Background: an optimization exercise with open tools, aiming at small area, a short achievable clock period and few clock cycles per item. Do not read the settings as production practice. The RTL was checked by simulation tests, not by an equivalence proof against the original design.

`design/flow/design.v`:
```
module cvdsp_env (
    input  wire        clk,
    input  wire        rst,           
    input  wire        start,
    input  wire        trig,          
    input  wire        cvmod,         
    input  wire [31:0] now,           
    input  wire [7:0]  att_pot,
    input  wire [7:0]  dec_pot,
    input  wire [7:0]  shape_pot,
    input  wire [31:0] cv,            
    input  wire [31:0] cfg_tmin,      
    input  wire [31:0] cfg_tmax,      
    input  wire [12:0] cfg_dz,        
    output reg         done,
    output reg  [13:0] out_mv,        
    output reg         eoc,
    output reg  [1:0]  env_stage,     
    output reg  [15:0] env_value,     
    output reg  [31:0] env_start,
    output reg  [31:0] env_dur
);
    localparam [1:0] ST_IDLE   = 2'd0;
    localparam [1:0] ST_ATTACK = 2'd1;
    localparam [1:0] ST_DECAY  = 2'd2;
    localparam [4:0] S_WAIT   = 5'd0,
                     S_EL     = 5'd1,    
                     S_DIV    = 5'd2,    
                     S_XY     = 5'd3,    
                     S_VAL    = 5'd4,    
                     S_OUT    = 5'd5,    
                     S_ELDONE = 5'd6,    
                     S_AC1    = 5'd7,    
                     S_T1     = 5'd8,    
                     S_CVD    = 5'd9,    
                     S_CVE    = 5'd10,
                     S_SQ1    = 5'd11,
                     S_SQ2    = 5'd12,
                     S_SPAN   = 5'd13,
                     S_SPANN  = 5'd14,
                     S_SPANN2 = 5'd15,
                     S_P1     = 5'd16,
                     S_P2     = 5'd17,
                     S_P3     = 5'd18,
                     S_P4     = 5'd19,
                     S_CV1    = 5'd20,
                     S_CV2    = 5'd21,
                     S_CV3    = 5'd22,
                     S_CV4    = 5'd23,
                     S_CV5    = 5'd24,
                     S_CV6    = 5'd25,
                     S_CL1    = 5'd26,
                     S_CL2    = 5'd27,
                     S_FINT   = 5'd28,
                     S_FINAC  = 5'd29;
    function [15:0] u8q;
        input [7:0] v;
        begin
            u8q = {1'b0, v, 7'd0} + {8'd0, ({1'b0, v} + 9'd1) >> 1};
        end
    endfunction
    reg  [4:0]  state;
    reg  [2:0]  cnt;
    reg         r_cvm, r_neg, r_pos, r_lt, r_gt, r_ac, r_frac;
    reg  [32:0] R;
    reg  [15:0] Q;
    reg  [15:0] S;
    reg         c_cvd, c_first, c_xy, c_val;    
    reg  [31:0] TMIN, TMAX;
    wire signed [31:0] cv_s   = env_dur;
    wire        cv_neg = cv_s[31];
    wire        cv_big = cv_neg ? (cv_s < -32'sd5000) : (cv_s > 32'sd5000);
    wire [13:0] cv_abs = cv_neg ? (14'd0 - cv_s[13:0]) : cv_s[13:0];
    wire [13:0] cv_mag = cv_big ? 14'd5000 : cv_abs;
    wire [14:0] cv_t   = {1'b0, cv_mag} - {2'b00, out_mv[12:0]};
    wire        cv_act = ~cv_t[14] & (cv_t != 15'd0);       
    wire        cv_above = cv_act & ~cv_neg;
    wire        cv_below = cv_act & cv_neg;
    wire [14:0] cv_num = cv_t;
    wire [12:0] cv_den = 13'd5000 - out_mv[12:0];
    localparam [2:0] B_START = 3'd0, B_DUR = 3'd1, B_TMIN = 3'd2, B_TMAX = 3'd3,
                     B_DEN = 3'd4, B_Q = 3'd5;
    reg  [2:0]  bsel;
    reg         inv, cin, zx;
    reg  [31:0] B;
    always @(*) begin
        case (bsel)
            B_START: B = env_start;
            B_DUR:   B = env_dur;
            B_TMIN:  B = TMIN;
            B_TMAX:  B = TMAX;
            B_DEN:   B = {19'd0, cv_den};
            default: B = {16'd0, Q};
        endcase
    end
    wire        xnow = (state == S_WAIT);                 
    wire [32:0] ax   = xnow ? {1'b0, now} : (zx ? 33'd0 : R);
    wire [33:0] alu  = {1'b0, ax} + ({2'b0, B} ^ {34{inv}}) + {33'd0, cin};
    wire [31:0] D    = c_cvd ? {19'd0, cv_den} : env_dur;
    wire [33:0] d1   = {1'b0, R} - {2'b0, D};
    wire        sel1 = ~d1[33];
    wire [31:0] r1   = sel1 ? d1[31:0] : R[31:0];
    wire [33:0] d2   = {1'b0, r1, 1'b0} - {2'b0, D};
    wire        sel2 = ~d2[33];
    wire [31:0] r2   = sel2 ? d2[31:0] : {r1[30:0], 1'b0};
    wire [32:0] rdiv = {r2, 1'b0};
    wire [14:0] x   = Q[14:0];
    wire        dec = (env_stage == ST_DECAY);
    wire [15:0] zsel = dec ? (16'd32768 - {1'b0, x}) : {1'b0, x};
    wire [15:0] zw   = zsel - env_value;
    wire [31:0] mc = c_xy  ? ({17'd0, x} + 32'd32767) :      
                     c_val ? {1'b0, zw, {15{dec}}} : 32'd0;
    wire [31:0] M  = env_value * S + mc;
    wire [15:0] uq = u8q((state == S_AC1) ? S[15:8] : (state == S_XY) ? out_mv[7:0] : S[7:0]);
    always @(*) begin
        bsel = B_DUR; inv = 1'b1; cin = 1'b1; zx = 1'b0;
        case (state)
            S_WAIT:   begin bsel = B_START; end
            S_ELDONE: begin bsel = B_START; inv = 1'b0; cin = 1'b0; end
            S_AC1, S_T1, S_CVE:
                      begin bsel = B_TMAX; inv = 1'b0; cin = 1'b0; zx = 1'b1; end
            S_SPAN:   begin bsel = B_TMIN; end
            S_SPANN:  begin bsel = B_TMIN; inv = 1'b0; cin = 1'b0; zx = 1'b1; end
            S_SPANN2: begin bsel = B_TMAX; end
            S_P3:     begin bsel = B_Q; inv = r_neg; cin = r_neg; end
            S_P4:     begin bsel = B_TMIN; inv = 1'b0; cin = r_neg; end
            S_CV4:    begin bsel = B_Q; inv = 1'b0; cin = 1'b0; end
            S_CV6:    begin bsel = B_DUR; inv = 1'b0; cin = r_pos; end
            S_CL1:    begin bsel = B_TMIN; end
            S_CL2:    begin bsel = B_TMAX; cin = 1'b0; end
            S_CVD:    begin bsel = B_DEN; end
            default:  ;
        endcase
    end
    always @(posedge clk) begin
        if (rst) begin
            state     <= S_WAIT;
            done      <= 1'b0;
            out_mv    <= 14'd0;
            eoc       <= 1'b0;
            env_stage <= ST_IDLE;
            env_value <= 16'd0;
            env_start <= 32'd0;
            env_dur   <= 32'd0;
            c_cvd     <= 1'b0; c_first <= 1'b0; c_xy <= 1'b0; c_val <= 1'b0;
            cnt       <= 3'd0;
        end else begin
            done <= 1'b0;
            c_cvd <= 1'b0; c_first <= 1'b0; c_xy <= 1'b0; c_val <= 1'b0;
            case (state)
            S_WAIT: begin
                if (start) begin
                    TMIN  <= cfg_tmin;
                    TMAX  <= cfg_tmax;
                    r_cvm <= cvmod;
                    eoc   <= 1'b0;
                    S     <= {dec_pot, trig ? att_pot : ~shape_pot};
                    if (trig) begin
                        env_start <= now;
                        env_dur   <= cv;
                        out_mv    <= {1'b0, cfg_dz};
                        state     <= S_T1;
                    end else if (env_stage == ST_IDLE) begin
                        env_value <= 16'd0;
                        out_mv    <= 14'd0;
                        done      <= 1'b1;
                    end else begin
                        R     <= {1'b0, alu[31:0]};          
                        out_mv <= {6'd0, ~shape_pot};        
                        cnt   <= 3'd0;
                        state <= S_DIV; c_first <= 1'b1;
                    end
                end
            end
            S_DIV: begin
                if (c_first && sel1) begin
                    state <= S_ELDONE;           
                end else begin
                    R   <= rdiv;
                    Q   <= {Q[13:0], sel1, sel2};
                    cnt <= cnt + 3'd1;
                    if (cnt == 3'd7) begin
                        env_value <= {1'b0, Q[12:0], sel1, sel2};
                        S         <= {1'b0, ~{Q[12:0], sel1, sel2}};
                        state     <= S_XY; c_xy <= 1'b1;
                    end
                end
            end
            S_XY: begin
                env_value <= M[30:15];           
                S         <= uq;                 
                state     <= S_VAL; c_val <= 1'b1;
            end
            S_VAL: begin
                env_value <= M[30:15];           
                S         <= 16'd10000;
                state     <= S_OUT;
            end
            S_OUT: begin
                out_mv <= M[28:15];
                done   <= 1'b1;
                state  <= S_WAIT;
            end
            S_ELDONE: begin
                if (env_stage == ST_DECAY) begin
                    env_value <= 16'd0;
                    out_mv    <= 14'd0;
                    env_stage <= ST_IDLE;
                    eoc       <= 1'b1;
                    done      <= 1'b1;
                    state     <= S_WAIT;
                end else begin
                    R     <= {1'b0, alu[31:0]};   
                    state <= S_AC1;
                end
            end
            S_AC1: begin
                env_start <= R[31:0];
                S         <= uq;                 
                env_value <= uq;
                R         <= alu[32:0];          
                r_cvm     <= 1'b0;
                r_ac      <= 1'b1;
                r_frac    <= 1'b0;
                r_lt      <= 1'b0;
                r_gt      <= 1'b0;
                state     <= S_SQ1;
            end
            S_T1: begin
                S         <= uq;
                env_value <= uq;
                r_lt      <= 1'b0;
                r_gt      <= 1'b0;
                r_pos     <= cv_above;
                r_ac      <= 1'b0;
                r_frac    <= r_cvm && (cv_above || cv_below);
                if (r_cvm && (cv_above || cv_below)) begin
                    R     <= {18'd0, cv_num};
                    cnt   <= 3'd0;
                    state <= S_CVD; c_cvd <= 1'b1;
                end else begin
                    R     <= alu[32:0];          
                    state <= S_SQ1;
                end
            end
            S_CVD: begin
                R   <= rdiv;
                Q   <= {Q[13:0], sel1, sel2};
                cnt <= cnt + 3'd1;
                if (cnt == 3'd0) env_value <= M[30:15];    
                if (cnt == 3'd1) env_value <= M[30:15];    
                c_cvd <= (cnt != 3'd7);
                if (cnt == 3'd7) state <= S_CVE;
            end
            S_CVE: begin
                env_dur <= {16'd0, Q};           
                R     <= alu[32:0];              
                state <= S_SPAN;
            end
            S_SQ1: begin
                env_value <= M[30:15];
                state     <= S_SQ2;
            end
            S_SQ2: begin
                env_value <= M[30:15];
                state     <= S_SPAN;
            end
            S_SPAN: begin
                r_neg <= alu[33];
                if (alu[33]) begin
                    state <= S_SPANN;
                end else begin
                    R     <= alu[32:0];
                    S     <= alu[15:0];
                    state <= S_P1;
                end
            end
            S_SPANN: begin
                R     <= alu[32:0];              
                state <= S_SPANN2;
            end
            S_SPANN2: begin
                R     <= alu[32:0];              
                S     <= alu[15:0];
                state <= S_P1;
            end
            S_P1: begin
                Q     <= M[30:15];
                S     <= R[31:16];
                state <= S_P2;
            end
            S_P2: begin
                R     <= {1'b0, M[30:0], 1'b0} ^ {33{r_neg}};
                state <= S_P3;
            end
            S_P3: begin
                R     <= alu[32:0];
                state <= S_P4;
            end
            S_P4: begin
                R <= {1'b0, alu[31:0]};          
                if (r_ac)        state <= S_FINAC;
                else if (r_frac) state <= S_CV1;
                else if (r_cvm)  state <= S_CL1;
                else             state <= S_FINT;
            end
            S_CV1: begin
                env_dur   <= R[31:0];            
                env_value <= env_dur[15:0];      
                S         <= R[15:0];
                state     <= S_CV2;
            end
            S_CV2: begin
                Q     <= M[30:15];
                S     <= R[31:16];
                state <= S_CV3;
            end
            S_CV3: begin
                R     <= {1'b0, M[30:0], 1'b0};
                state <= S_CV4;
            end
            S_CV4: begin
                R     <= alu[32:0];              
                state <= S_CV5;
            end
            S_CV5: begin
                if (r_pos) R <= ~{1'b0, R[32:1]};
                state <= S_CV6;
            end
            S_CV6: begin
                R     <= alu[32:0];              
                state <= S_CL1;
            end
            S_CL1: begin
                r_lt  <= alu[33];                
                state <= S_CL2;
            end
            S_CL2: begin
                r_gt  <= ~alu[33];               
                state <= S_FINT;
            end
            S_FINT: begin
                env_dur   <= r_lt ? TMIN : r_gt ? TMAX : R[31:0];
                env_stage <= ST_ATTACK;
                env_value <= 16'd0;
                out_mv    <= 14'd0;
                done      <= 1'b1;
                state     <= S_WAIT;
            end
            S_FINAC: begin
                env_dur   <= R[31:0];
                env_stage <= ST_DECAY;
                env_value <= 16'd32768;
                out_mv    <= 14'd10000;
                done      <= 1'b1;
                state     <= S_WAIT;
            end
            default: state <= S_WAIT;
            endcase
        end
    end
endmodule
```
`design/flow/flow/run.sh`:
```
#!/bin/bash
set -euo pipefail
export SETUP_SLACK_MARGIN=11
export BUFFER_PORTS_ARGS="-buffer_cell sky130_fd_sc_hd__buf_1"
bash standard.sh > standard.log 2>&1
```
`design/flow/standard.sh`:
```
#!/bin/bash
# synth_recipe.tcl (not shown) runs the flow's synth.tcl, then flattens the netlist and writes it again
# the make line also repeats each setting of config.mk as NAME=value (left out here)
make -C /OpenROAD-flow-scripts/flow DESIGN_CONFIG=/design/flow/config.mk WORK_HOME=/design/flow/orfs CLKGATE_MAP_FILE= SYNTH_SCRIPT=/design/flow/synth_recipe.tcl "${@:-finish}"
```
`design/flow/constraint.sdc`:
```
create_clock -name core_clock -period 18.0 [get_ports {clk}]
set_input_delay 3.6000 -clock core_clock [delete_from_list [all_inputs] [get_ports {clk}]]
set_output_delay 3.6000 -clock core_clock [all_outputs]
set_load 0.01 [all_outputs]
```
`design/flow/config.mk`:
```
export PLATFORM = sky130hd
export DESIGN_NAME = cvdsp_env
export DESIGN_NICKNAME = cvdsp_env
export VERILOG_FILES = /design/flow/design.v
export SDC_FILE = /design/flow/constraint.sdc
export NUM_CORES = 4
export LEC_CHECK = 0
export CAP_MARGIN = 20
export CORE_MARGIN = 2
export CORE_UTILIZATION = 40
export PLACE_DENSITY = 0.6
export SLEW_MARGIN = 20
```
==> results by group, run 1 <==
Run status
  • Outcome: finished clean

Timing
  • Worst Skew: 0.0526 ns
  • RSZ-0062 raised after global routing: true
  • F_max: 0.143 GHz
  • Rel. slew slack: 23.4%
  • Minimum clock period: 7.01 ns
  • Setup TNS Final: 0 ns
  • Fin. max-slew vios: 0
  • Fin worst setup slack: 10.99 ns
  • Tcrit/Tclk final: approximately two fifths
  • Worst-Margin Slew: 1.14 ns
  • Hold Vio Cnt, Final: 0
  • Final setup violation count: 0

Worst setup path
  • Crit Path Max Fanout: 4
  • Critical path data arrival time: 7.36 ns
  • CP peak stage delay: 0.44 ns
  • CP max-delay cell: a2111oi_4
  • WP data required: roughly 18 ns
  • Cells along the critical path: clkbuf_2 -> a22o_1 -> fa_2 -> fa_2 -> a2111oi_4 -> o31ai_4 -> a211oi_2 -> buf_4 -> o31ai_4 -> a2111oi_4 -> nor2_2 -> a41o_1 -> o21a_1 -> nor2_2 -> xnor2_2 -> a211o_1
  • Startpoint types: input pin
  • Setup CP Type: input pin to flop
  • Crit end category: flop

Floorplanning
  • I/O pin cnt: 268
  • Die width: 288 um
  • Die Y: 288 um
  • Starting Density: 40.2%
  • Die area: about 83,000 um2
  • Core box area: 80,200 um2
  • Site Rows: 104

Global route
  • GRT Residual Overflow: 0
  • Vias in the first global route: 31,800
  • Global-route wire length before repair: around 220 mm
  • Global Route Usage Sum: 36.3%
  • Initial antenna violation count: 8
  • Largest net degree at the start of global routing: 65

Synth
  • Most common cell in the netlist: nand2_1
  • Syn Std Cell Area: 32,200 um2
  • Main combinational cell family by area after synthesis: adder cells
  • Synth warnings: 1
  • Ys flop type: edfxtp_1
  • Synth Area in Compound Gates: 23.1%
  • Adder-Cell Fraction of Synth Area: 23.1%
  • Mux share of post-synthesis cell area: 3.74%
  • Synth unique cells: 98
  • Async SR Flop Fraction: 0%
  • Post-synthesis xor/xnor area fraction: 5.92%
  • Synth top area share: 14.2%
  • Seq/Total Area, Yosys: 19.5%
  • Syn avg cell area: 8.15 um2
  • Area leader, netlist: fa_1
  • Synth area leaders: fa_1, edfxtp_1, ha_1
  • Number of synthesized register bits: between 200 and 250
  • Simple-gate area share of the yosys netlist: 17.3%
  • Syn Nets: 4,579
  • Post-synth EDFFs: between 100 and 150
  • Synth cell count leaders: nand2_1, inv_1, nor2_1, a21oi_1
  • Cells after Synth: 3,951

Routing
  • Top sig layer: met5
  • DRC: 0
  • DR vias/cell: 6.28
  • Initial DRC count: 4,072
  • Final WL: about 150 mm
  • WL met2: ~66 mm
  • First drt pass iteration count: 9
  • Post-route met1 wirelength: 56.4 mm
  • Routed via count: 33,800
  • Met3 WL: 18.6 mm
  • Routed WL per cell: approximately 29 um
  • Routed Antenna Nets: 0

CTS
  • TritonCTS Sinks: 246
  • Worst-path clk slew: approximately 0.070 ns
  • H-Tree Depth: 2
  • Clk latency of the worst-skew pair: 0.60 ns
  • TritonCTS Buffers: 34
  • Clock buffer depth: 3
  • Clk Tree Root Cell: clkbuf_16
  • CTS tree: done

Cells and area
  • Final #Nets: ~4,900
  • Fin area: 38,700 um2
  • Cell Count, Final, Fillers Out: 5,383
  • Finished Core Util: approximately 48%
  • Layout area overhead: 20.2%
  • Fill count: 7,862
  • Share of layout cells above drive strength 1: 14.6%

Run
  • Max_cap viols: 0

Placement
  • DP HPWL: 114 mm
  • DP Worst Slack: just under 10 ns
  • Placed cells: 5,147
  • Placed cell areas: around 35,000 um2
  • Gpl congestion: 1.05
  • Port bufs: 267

Min path
  • Hold Path Class: flop to flop
## cells in the final DEF, fill, tap and decap left out, drive strengths merged, types with 20 or more instances in the layout
| cell type | instances |
|---|---|
| nor2 | 327 |
| a21o | 76 |
| o22ai | 25 |
| o211ai | 26 |
| nor2b | 30 |
| o31ai | 25 |
| a22o | 37 |
| nand2 | 472 |
| clkbuf | 45 |
| o21ai | 197 |
| mux2i | 90 |
| nand3 | 50 |
| and3 | 20 |
| or3 | 22 |
| a222oi | 44 |
| xor2 | 82 |
| nor3 | 50 |
| o21a | 31 |
| xnor2 | 135 |
| edfxtp | 136 |
| and2 | 110 |
| dfxtp | 110 |
| inv | 373 |
| nand2b | 53 |
| buf | 542 |
| a31oi | 34 |
| fa | 229 |
| a22oi | 25 |
| a21oi | 261 |
| a221oi | 61 |
| a211oi | 111 |
| mux2 | 27 |
| ha | 229 |
## layer usage
metal | vias up | global-route usage, %
met3 | 619 | 10.6
met2 | 2290 | 54.3
li1 | 14600 | -
met1 | 16300 | 44.7
met4 | 6 | 25.9
met5 | - | 0
## worst paths after layout
| path | cells past startpoint | endpoint | slack (ns) | startpoint |
|---|---|---|---|---|
| worst min-delay path | 2 | env_value[6] | 0.46 | env_value[6] |
| worst max-delay path | 16 | R[30] | 10.99 | now[0] |
| worst min register to register | 2 | env_value[6] | 0.46 | env_value[6] |
| worst max register to register | 31 | R[28] | 11.08 | out_mv[2] |
## kinds of logic after synthesis
kind of cell               Yosys count
AOI/OAI and AO/OA                 1085
xor gates and xnor gates           217
adders and majority gates          458
buffers and inverters              616
DFF                                246
muxes                              117
and+or+nand+nor                   1212
## flip-flops by register name, indices dropped and copies added (netlist names), 2 cells and up
register   count
env_stage      2
TMAX          32
env_value     16
out_mv        14
cnt            3
S             16
Q             16
R             33
env_start     32
env_dur       32
TMIN          32
state          5
## through the flow
stage	hold WS [ns]
after CTS	0.453
after global placement	0.434
after detailed placement	0.440
after global routing	0.485
final	0.456
after floorplan	0.446
## critical path, delay by kind of cell
family / cells / cell delay [ns]
and+or+nand+nor: 2 / 0.22
buffers and inverters: 2 / 0.31
xor gates and xnor gates: 1 / 0.14
adders and majority gates: 2 / 0.78
AOI/OAI and AO/OA: 9 / 2.29
## final cells by class
| type | count | area (um2) | area share (%) |
|---|---|---|---|
| diodes | 4 | 10.0 | 0.0258 |
| repair buffers | 550 | 3440 | 8.89 |
| multi-input cells | 3089 | 25000 | 64.6 |
| inverters | 372 | 1400 | 3.63 |
| flip-flops and latches | 246 | 6310 | 16.3 |
| well taps | 1060 | 1330 | 3.42 |
| clock inverters | 21 | 275 | 0.711 |
| clock buffers | 41 | 928 | 2.40 |
## repair_timing
item | CTS | global route
endpoints found under the hold margin | 0 | 0
hold buffers | 0 | 0
endpoints found under the setup margin | 127 | 108
cloned | 4 | 1
gates resized for setup | 146 | 153
setup buffers | 91 | 73
pin swaps | 51 | 77
Testbench counts, summed over its fixed seeds: cycles 128,102, ticks 12,000.
==> run 2: changes to the inputs <==
==> design/flow/flow/run.sh (replaced) <==
#!/bin/bash
set -euo pipefail
export SETUP_SLACK_MARGIN=10.5
bash standard.sh > standard.log 2>&1
==> run 2 against run 1 <==
Net effect:
- largest cell class unchanged
- setup slack lost 0.45 ns
- still clean
- design area shrank 1.3%
==> results by group, run 2 <==
Run status
  • Outcome: finished clean

Floorplanning
  • Site Rows: between 100 and 150
  • Die width: roughly 290 um
  • Starting Density: 40.2%
  • Die area: 82,800 um2
  • Die Y: 288 um
  • Core box area: 80,200 um2
  • I/O pin cnt: 268

Global route
  • Most Crowded Layer GR: met2
  • Met2 usage: 53.4%
  • Initial antenna violation count: 13
  • Vias in the first global route: 30,700
  • Global-route wire length before repair: 214 mm
  • GRT Residual Overflow: 0
  • Global routing usage on met1: 43.9%
  • GR Util met3: 9.87%
  • Largest net degree at the start of global routing: 65
  • Global Route Usage Sum: 35.3%

Worst setup path
  • CP max-delay cell: clkdlybuf4s50_1
  • Critical path data arrival time: 7.73 ns
  • Cells along the critical path: clkdlybuf4s50_1 -> a22o_1 -> ha_1 -> a211oi_1 -> o21ai_0 -> a2111oi_2 -> o32ai_2 -> a311oi_2 -> o31ai_1 -> a21o_1 -> or3_1 -> o21a_1 -> nand2_1 -> nor2_4 -> buf_4
  • R2R cell count: 24
  • Setup CP Type: input pin to flop
  • Startpoint types: input pin
  • WP data required: 18.27 ns
  • Crit Path Max Fanout: 8
  • Crit end category: flop
  • CP peak stage delay: between 0.5 and 0.6 ns

Synth
  • Seq/Total Area, Yosys: 19.5%
  • Syn Std Cell Area: about 32,000 um2
  • Synth cell count leaders: nand2_1, inv_1, nor2_1, a21oi_1
  • Synth warnings: 1
  • Cells after Synth: 3,951
  • Number of synthesized register bits: 246
  • Syn avg cell area: 8.15 um2
  • Most common cell in the netlist: nand2_1
  • Synth top area share: 14.2%
  • Synth area leaders: fa_1, edfxtp_1, ha_1
  • Synth unique cells: 98
  • Syn Nets: 4,579
  • Area leader, netlist: fa_1
  • Post-synth EDFFs: 136
  • Async SR Flop Fraction: 0%
  • Ys flop type: edfxtp_1

Placement
  • Port bufs: 267
  • Placed cells: 5,147
  • DP HPWL: ~110 mm
  • Placed cell areas: 36,200 um2
  • Gpl congestion: 1.06

Timing
  • Tcrit/Tclk final: 41.4%
  • Minimum clock period: around 7.5 ns
  • Hold slack: 0.451 ns
  • Worst-Margin Slew: 1.24 ns
  • F_max: 0.134 GHz
  • Rel. slew slack: ~17%
  • RSZ-0062 raised after global routing: true
  • Worst Skew: 0.0539 ns
  • Final setup violation count: 0
  • Setup TNS Final: 0 ns
  • Hold Vio Cnt, Final: 0
  • Fin. max-slew vios: 0

Routing
  • Final WL: 150 mm
  • First drt pass iteration count: 10
  • DR vias/cell: 6.18
  • Routed via count: 32,400
  • DRC: 0
  • Routed WL per cell: approximately 29 um
  • Routed Antenna Nets: 0
  • Initial DRC count: 3,838

Cells and area
  • Most frequent cells in the layout: nand2_1, inv_1, nor2_1
  • Most flop-heavy register: R
  • Share of layout cells above drive strength 1: under 10%
  • Fin area: ~38,000 um2
  • Final #Nets: 4,783
  • Leading cell type in the layout, fill and taps excluded: nand2_1
  • Layout area overhead: 18.7%
  • Max reg flops: 33
  • Cell Count, Final, Fillers Out: 5,250

Run
  • Max_cap viols: 0

CTS
  • TritonCTS Sinks: between 200 and 250
  • Worst-path clk slew: 0.05 ns
  • Clock buffer depth: 3
  • CTS tree: done
  • Post-CTS Hold Buffers: 0
  • Clk latency of the worst-skew pair: 0.60 ns
  • Clk Tree Root Cell: clkbuf_16
  • TritonCTS Buffers: 34
  • H-Tree Depth: 2

Min path
  • Hold Path Depth: 2
  • Hold Path Class: flop to flop
## run 2: cell types whose count changed in the layout (fill, tap and decap cells not counted), moves of 13 or more
cell	change
a21oi_1	+13
ha_1	+15
buf_4	-122
buf_1	-264
clkdlybuf4s50_1	+265
o21ai_0	+16
xnor2_1	+13
## run 2: metrics by stage
step | setup WS [ns] | utilization, %
detailed placement | 9.40 | 45.2
floorplan | 10.65 | -
finish | 10.54 | 47.7
global placement | 9.42 | 45.2
global route | 10.44 | 47.7
CTS | 10.50 | 47.0
## run 2: final timing paths
kind,to,slack [ns],from
max,R[7],10.54,now[1]
min,env_value[10],0.45,env_value[10]
max reg2reg,S[6],10.56,state[4]
min reg2reg,env_value[10],0.45,env_value[10]
## run 2: routing by layer
layer | vias to the layer above | share of wire, %
li1 | 14400 | -
met5 | - | 0.039
met1 | 15700 | 38
met4 | 8 | 8.1
met2 | 1835 | 43
met3 | 495 | 11
## run 2: kinds of logic after synthesis
group | after synthesis | synth area share, %
AND/OR/NAND/NOR | 1212 | 17.3
AO/OA/AOI/OAI | 1085 | 23.1
flip-flops | 246 | 19.5
multiplexers | 117 | 3.74
adder cells (fa/ha/maj) | 458 | 23.1
XOR/XNOR | 217 | 5.92
buffers and inverters | 616 | 7.35
## run 2: repair_timing
action	in CTS	in global routing
buffers inserted	10	19
endpoints found under the hold margin	0	0
gates resized for setup	53	64
endpoints found under the setup margin	124	101
cloned	1	1
pin swaps	9	23
## run 2: worst max-delay path: cells and delay by family
kind	cells	cell delay [ns]
buffers and inverters	2	0.78
AO/OA/AOI/OAI	9	2.44
adder cells (fa/ha/maj)	1	0.30
AND/OR/NAND/NOR	3	0.58
## run 2: layout make-up
type / instances / area, um2
inverter: 372 / 1400
timing repair buffer: 412 / 3890
sequential: 246 / 6290
tap: 1060 / 1330
clock buffer: 52 / 991
multi-input combinational: 3089 / 24200
clock inverter: 10 / 124
antenna: 9 / 22.5
fill: 8007 / 41900
==> run 3: changes to the inputs <==
--- a/design/flow/design.v
+++ b/design/flow/design.v
@@ -106,11 +106,11 @@
     wire [32:0] rdiv = {r2, 1'b0};
     wire [14:0] x   = Q[14:0];
     wire        dec = (env_stage == ST_DECAY);
-    wire [15:0] zsel = dec ? (16'd32768 - {1'b0, x}) : {1'b0, x};
-    wire [15:0] zw   = zsel - env_value;
-    wire [31:0] mc = c_xy  ? ({17'd0, x} + 32'd32767) :      
-                     c_val ? {1'b0, zw, {15{dec}}} : 32'd0;
-    wire [31:0] M  = env_value * S + mc;
+    wire [14:0] xa    = x ^ {15{dec}};
+    wire [31:0] row_a = c_xy ? {17'd0, x} : c_val ? {2'b00, xa, 15'd0} : 32'd0;
+    wire [31:0] row_b = c_val ? {1'b1, ~env_value, 15'd0} : 32'd0;
+    wire [31:0] row_k = c_xy ? 32'd32767 : c_val ? (dec ? 32'd98303 : 32'd32768) : 32'd0;
+    wire [31:0] M  = env_value * S + row_a + row_b + row_k;
     wire [15:0] uq = u8q((state == S_AC1) ? S[15:8] : (state == S_XY) ? out_mv[7:0] : S[7:0]);
     always @(*) begin
         bsel = B_DUR; inv = 1'b1; cin = 1'b1; zx = 1'b0;
==> run 3 against run 2 <==
Net effect:
- clock skew fell by 0.021 ns
- design area rose by 1.3%
- setup slack got worse by 0.0032 ns
- global-route usage rose by 0.68 points
- count of clock-buffer cells in the layout fell by 2
- sequential cell count did not move
- worst hold slack improved by 0.0055 ns
- critical endpoint is now R[17]
- highest routed layer unchanged
==> results by group, run 3 <==
Run status
  • Outcome: finished clean

Timing
  • Tcrit/Tclk final: between 40% and 50%
  • F_max: 0.134 GHz
  • RSZ-0062 raised after global routing: true
  • Worst-Margin Slew: 1.33 ns
  • Fin. max-slew vios: 0
  • Hold slack: around 0.46 ns
  • Setup TNS Final: 0 ns
  • Hold Vio Cnt, Final: 0
  • Worst Skew: approximately 0.033 ns
  • Minimum clock period: 7.46 ns
  • Rel. slew slack: a little over a tenth
  • Final setup violation count: 0

Routing
  • Routed WL per cell: 28.9 um
  • First drt pass iteration count: 8
  • Initial DRC count: 3,721
  • Routed via count: ~33,000
  • DRC: 0
  • DR vias/cell: 6.17
  • Routed Antenna Nets: 0
  • Final WL: 155 mm

Placement
  • Port bufs: 267
  • Gpl congestion: 1.07
  • DP HPWL: 118 mm

Synth
  • Seq/Total Area, Yosys: between 10% and 20%
  • Post-synth EDFFs: 136
  • Ys flop type: edfxtp_1
  • Syn Nets: around 4,700
  • Async SR Flop Fraction: 0%
  • Synth top area share: 15.7%
  • Most common cell in the netlist: nand2_1
  • Number of synthesized register bits: approximately 250
  • Synth cell count leaders: nand2_1, inv_1, nor2_1, fa_1, ha_1
  • Synth warnings: 1
  • Area leader, netlist: fa_1
  • Syn Std Cell Area: 32,700 um2
  • Synth area leaders: fa_1, edfxtp_1, ha_1
  • Syn avg cell area: between 8 and 9 um2
  • Synth unique cells: 88
  • Cells after Synth: 4,010

CTS
  • H-Tree Depth: 2
  • Post-CTS Hold Buffers: 0
  • Clk latency of the worst-skew pair: 0.59 ns
  • Worst-path clk slew: 0.06 ns
  • CTS tree: done
  • TritonCTS Sinks: 246
  • Clk Tree Root Cell: clkbuf_16
  • Clock buffer depth: 3
  • TritonCTS Buffers: 35

Cells and area
  • Leading cell type in the layout, fill and taps excluded: nand2_1
  • Fill count: 8,012
  • Register Area: 6290 um2
  • Most flop-heavy register: R
  • Most frequent cells in the layout: nand2_1, inv_1, nor2_1
  • Max reg flops: 33
  • Final #Nets: roughly 4,900
  • Share of layout cells above drive strength 1: 8.07%
  • Layout area overhead: 18.6%
  • Multi-input logic area: roughly 24,000 um2

Floorplanning
  • Die width: 290 um
  • Core box area: 80,700 um2
  • I/O pin cnt: 268
  • Site Rows: 104
  • Starting Density: 40.5%
  • Die area: 84,000 um2
  • Die Y: 290 um

Global route
  • Most Crowded Layer GR: met2
  • Initial antenna violation count: 8
  • Largest net degree at the start of global routing: 73
  • Global routing usage on met1: between 40 and 50%
  • Global Route Usage Sum: a little over a third
  • Met2 usage: between 50% and 60%
  • GR Util met3: 8.23%
  • Global-route wire length before repair: 220 mm
  • GRT Residual Overflow: 0
  • Vias in the first global route: 31,400

Worst setup path
  • CP dominant cell by count: fa_1
  • Startpoint types: flop
  • Buf+Inv Stages, Crit Path: 4
  • CP peak stage delay: 0.94 ns
  • WP data required: around 18 ns
  • Setup CP Type: flop to flop
  • Kind of cell adding the most delay to the critical path: adder cells
  • CP max-delay cell: xnor2_1
  • Crit Path Max Fanout: 13
  • Crit end category: flop
  • Critical path data arrival time: 7.78 ns
  • Cells along the critical path: buf_4 -> nand2_1 -> fa_1 -> inv_1 -> fa_1 -> fa_1 -> fa_1 -> inv_1 -> fa_1 -> inv_1 -> fa_1 -> ha_1 -> nand2_1 -> nor2_1 -> a311o_2 -> a21oi_1 -> o21ai_1 -> xnor2_1 -> o221ai_1 -> a211o_1

Run
  • Max_cap viols: 0

Min path
  • Hold Path Class: flop to flop
## run 3: layout make-up
cell class,count,share of cell area (%)
flip-flops and latches,246,16.2
multi-input cells,3144,63.1
clock buffers,50,2.59
repair buffers,445,10.5
diodes,6,0.0388
well taps,1060,3.42
clock inverters,14,0.333
inverters,388,3.76
## run 3: cells by family after synthesis
| family | synth area share, % |
|---|---|
| and+or+nand+nor | 18.0 |
| AOI/OAI and AO/OA | 22.2 |
| buffers and inverters | 7.27 |
| adders and majority gates | 25.5 |
| DFF | 19.2 |
| xor gates and xnor gates | 5.31 |
| muxes | 2.49 |
## run 3: routing by layer
metal | share of wire, % | vias to the layer above
met5 | 0.057 | -
met4 | 7.7 | 10
met3 | 10 | 491
met2 | 44 | 1939
met1 | 38 | 16000
li1 | - | 14600
## run 3: timing repair
item	4_1_cts	5_1_grt
setup endpoints to repair	78	89
gates resized for setup	22	51
setup buffers	44	20
pin swaps	1	7
gates cloned	1	2
## run 3: metrics by stage
stage / area, um2 / instances / util (%) / setup slack [ns]
2_1_floorplan: 32700 / 4010 / - / 10.51
3_3_place_gp: 36700 / 5214 / 45.5 / 9.46
3_5_place_dp: 36700 / 5214 / 45.5 / 9.52
4_1_cts: 38300 / 5323 / 47.5 / 10.49
5_1_grt: 38700 / 5347 / 48.0 / 10.45
6_report: 38700 / 5353 / 48.0 / 10.54
## run 3: worst paths after layout
path | start | endpoint | slack [ns] | cells after the start
worst max-delay path | env_value[6] | R[17] | 10.54 | 20
worst min-delay path | env_value[8] | env_value[8] | 0.46 | 2
worst max register to register | env_value[6] | R[17] | 10.54 | 20
worst min register to register | env_value[8] | env_value[8] | 0.46 | 2
## run 3: worst min-delay path: stages, from the launching register on
cell and delay [ns]:
dfxtp_1 0.31, nand2_1 0.05, a21oi_1 0.05
Testbench counts of run 3, summed over its fixed seeds: cycles 128,102, ticks 12,000.
==> run 4: changes to the inputs <==
==> design/flow/flow/run.sh (replaced) <==
#!/bin/bash
set -euo pipefail
export SETUP_SLACK_MARGIN=11
export BUFFER_PORTS_ARGS="-buffer_cell sky130_fd_sc_hd__buf_1"
bash standard.sh > standard.log 2>&1
==> run 4 against run 3 <==
Net effect:
- non-clock buffer count increased by 45
- first-iteration DRC count increased by 11%
- still clean on timing, DRC and antenna
- critical endpoint is now S[12]
- fmax increased by 5.1%
- sequential share of layout area increased by 0.31 points
- core utilization decreased by 0.68 points
- cell count increased by 0.82%
- critical path depth decreased by 8
- register-to-register slack improved by 0.49 ns
- routed wire length decreased by 0.91%
==> results by group, run 4 <==
Run status
  • Outcome: finished clean

Synth
  • Seq/Total Area, Yosys: 19.2%
  • Number of synthesized register bits: 246
  • Syn avg cell area: 8.15 um2
  • Ys flop type: edfxtp_1
  • Synth area leaders: fa_1, edfxtp_1, ha_1
  • Async SR Flop Fraction: 0%
  • Synth warnings: 1
  • Area leader, netlist: fa_1
  • Syn Std Cell Area: 32,700 um2
  • Cells after Synth: 4,010
  • Synth cell count leaders: nand2_1, inv_1, nor2_1, fa_1, ha_1
  • Post-synth EDFFs: 136
  • Syn Nets: 4,691
  • Synth unique cells: between 80 and 90
  • Synth top area share: 15.7%
  • Most common cell in the netlist: nand2_1

Timing
  • Minimum clock period: 7.10 ns
  • Hold slack: 0.466 ns
  • Worst-Margin Slew: 1.12 ns
  • Final setup violation count: 0
  • Fin. max-slew vios: 0
  • RSZ-0062 raised after global routing: true
  • Hold Vio Cnt, Final: 0
  • Worst Skew: 0.0463 ns
  • Tcrit/Tclk final: 39.4%
  • Fin worst setup slack: 10.90 ns
  • Rel. slew slack: 24.9%
  • F_max: around 0.14 GHz
  • Setup TNS Final: 0 ns

Worst setup path
  • Crit end category: flop
  • Minimum setup slack among reg-to-reg paths: around 11 ns
  • CP Capture Point: S[12]
  • Worst r2r src: out_mv[2]
  • Crit Path Max Fanout: 3
  • Crit path from: now[0]
  • Startpoint types: input pin
  • WP data required: 18.31 ns
  • R2R cell count: 25
  • Critical path data arrival time: 7.41 ns
  • Setup CP Type: input pin to flop
  • Reg2reg end: R[17]

Cells and area
  • Final #Nets: ~5,000
  • Fill count: 8,025
  • Leading cell type in the layout, fill and taps excluded: nand2_1
  • Max reg flops: 33
  • Most frequent cells in the layout: nand2_1, inv_1, nor2_1
  • Share of layout cells above drive strength 1: 11.3%
  • Layout area overhead: 16.9%
  • Finished Core Util: 47.3%
  • Most flop-heavy register: R

CTS
  • Post-CTS Hold Buffers: 0
  • Clock buffer depth: 3
  • CTS tree: done
  • Worst-path clk slew: 0.06 ns
  • H-Tree Depth: 2
  • TritonCTS Sinks: 246
  • Clk Tree Root Cell: clkbuf_16
  • Clk latency of the worst-skew pair: 0.60 ns
  • TritonCTS Buffers: 35

Global route
  • Met2 usage: 55.6%
  • Initial antenna violation count: 9
  • Global-route wire length before repair: 218 mm
  • Most Crowded Layer GR: met2
  • Vias in the first global route: 31,900
  • Global routing usage on met1: a little over two fifths
  • GR Util met3: 8.74%
  • Largest net degree at the start of global routing: 68
  • Global Route Usage Sum: between 30 and 40%
  • GRT Residual Overflow: 0

Placement
  • DP Worst Slack: slightly below 10 ns
  • Gpl congestion: 1.09
  • DP HPWL: 116 mm
  • Port bufs: 267

Floorplanning
  • Starting Density: roughly two fifths
  • Die width: roughly 290 um
  • Die Y: 290 um
  • Site Rows: 104
  • I/O pin cnt: about 270
  • Core box area: 80,700 um2
  • Die area: 84,000 um2

Routing
  • DRC: 0
  • DR vias/cell: roughly 6.2
  • Routed Antenna Nets: 0
  • Routed via count: 33,700
  • Initial DRC count: 4,114
  • Final WL: 153 mm
  • First drt pass iteration count: 9
  • Routed WL per cell: between 20 and 30 um

Min path
  • Hold Path Class: flop to flop

Run
  • Max_cap viols: 0
## run 4: how the worst min path moves through the flow
stage / start / to / slack [ns] / depth (start not counted)
after CTS: env_value[8] / env_value[8] / 0.46 / 2
after floorplan: cnt[1] / cnt[1] / 0.46 / 2
after global routing: env_value[2] / env_value[2] / 0.47 / 2
after detailed placement: env_value[8] / env_value[8] / 0.45 / 2
after global placement: env_value[8] / env_value[8] / 0.44 / 2
final: env_value[2] / env_value[2] / 0.47 / 2
## run 4: final cells by class
| type | count | area, um2 | share of cell area [%] |
|---|---|---|---|
| Inverter | 388 | 1460 | 3.81 |
| Tap cell | 1060 | 1330 | 3.47 |
| Antenna cell | 6 | 15.0 | 0.0393 |
| Multi-Input combinational cell | 3143 | 24900 | 65.3 |
| Sequential cell | 246 | 6320 | 16.6 |
| Clock buffer | 42 | 912 | 2.39 |
| Clock inverter | 22 | 228 | 0.596 |
| Timing Repair Buffer | 490 | 2990 | 7.84 |
## run 4: metrics by stage
step / std cells / cell area, um2
final: 5397 / 38200
after floorplan: 4010 / 32800
after CTS: 5333 / 37100
after global placement: 5213 / 35100
after global routing: 5391 / 38200
after detailed placement: 5213 / 35100
## run 4: worst max-delay path, cell delays in order
cell      delay (ns)
buf_1           0.21
a22o_1          0.28
fa_1            0.41
fa_1            0.50
a211oi_2        0.24
o21ai_0         0.17
nor2b_1         0.21
a31o_2          0.28
xnor2_1         0.73
o21ai_0         0.30
a21oi_1         0.34
a21oi_1         0.11
## run 4: cell families after synthesis
| kind of cell | count (synthesis) | synth area share [%] |
|---|---|---|
| simple gates | 1301 | 18.0 |
| compound gates | 1052 | 22.2 |
| mux | 79 | 2.49 |
| xor+xnor | 198 | 5.31 |
| fa+ha+maj | 511 | 25.5 |
| flops | 246 | 19.2 |
| buf+inv | 623 | 7.27 |
## run 4: per-layer routing
| layer | vias to the layer above | share of wire [%] |
|---|---|---|
| met3 | 591 | 11 |
| met1 | 16200 | 37 |
| met4 | 8 | 8.5 |
| met5 | - | 0.050 |
| met2 | 2193 | 44 |
| li1 | 14700 | - |
## run 4: timing repair
item                       in CTS  in global routing
gates cloned                    1                  3
setup endpoints to repair      92                 88
gates resized for setup        84                143
hold endpoints to repair        0                  0
pin swaps                      15                 55
setup buffers                  55                 53

## afterwards: timing with drivers on the ports
Ports are ideal in the flow. The routed layouts listed here were re-timed in OpenROAD. Step 1: set_driving_cell puts a clkbuf_16 on clk and a buf_2 on each other input, an assumption about the parent block. Step 2, shift: input delay + t, output delay - t, t = (earliest + latest rising clock arrival at the registers) / 2. This alone moves slack from input paths to output paths. a / b / c = no drivers / after step 1 / after step 2; a / b = the first two.
run | t, ns | setup WS [ns] | worst setup path after step 2 | worst register clock-pin slew, ns
run 1 | 0.641 | 10.992 / 11.035 / 10.393 | input to register | 0.07 / 0.07
run 2 | 0.638 | 10.544 / 10.558 / 9.948 | input to register | 0.07 / 0.07
run 3 | 0.643 | 10.540 / 10.540 / 9.978 | input to register | 0.06 / 0.06
run 4 | 0.643 | 10.905 / 10.946 / 10.303 | input to register | 0.06 / 0.06
After both steps every run listed still meets setup and hold. For run 4, which loses most, drivers alone change the setup slack by +0.041 ns; drivers and shift together by -0.602 ns.
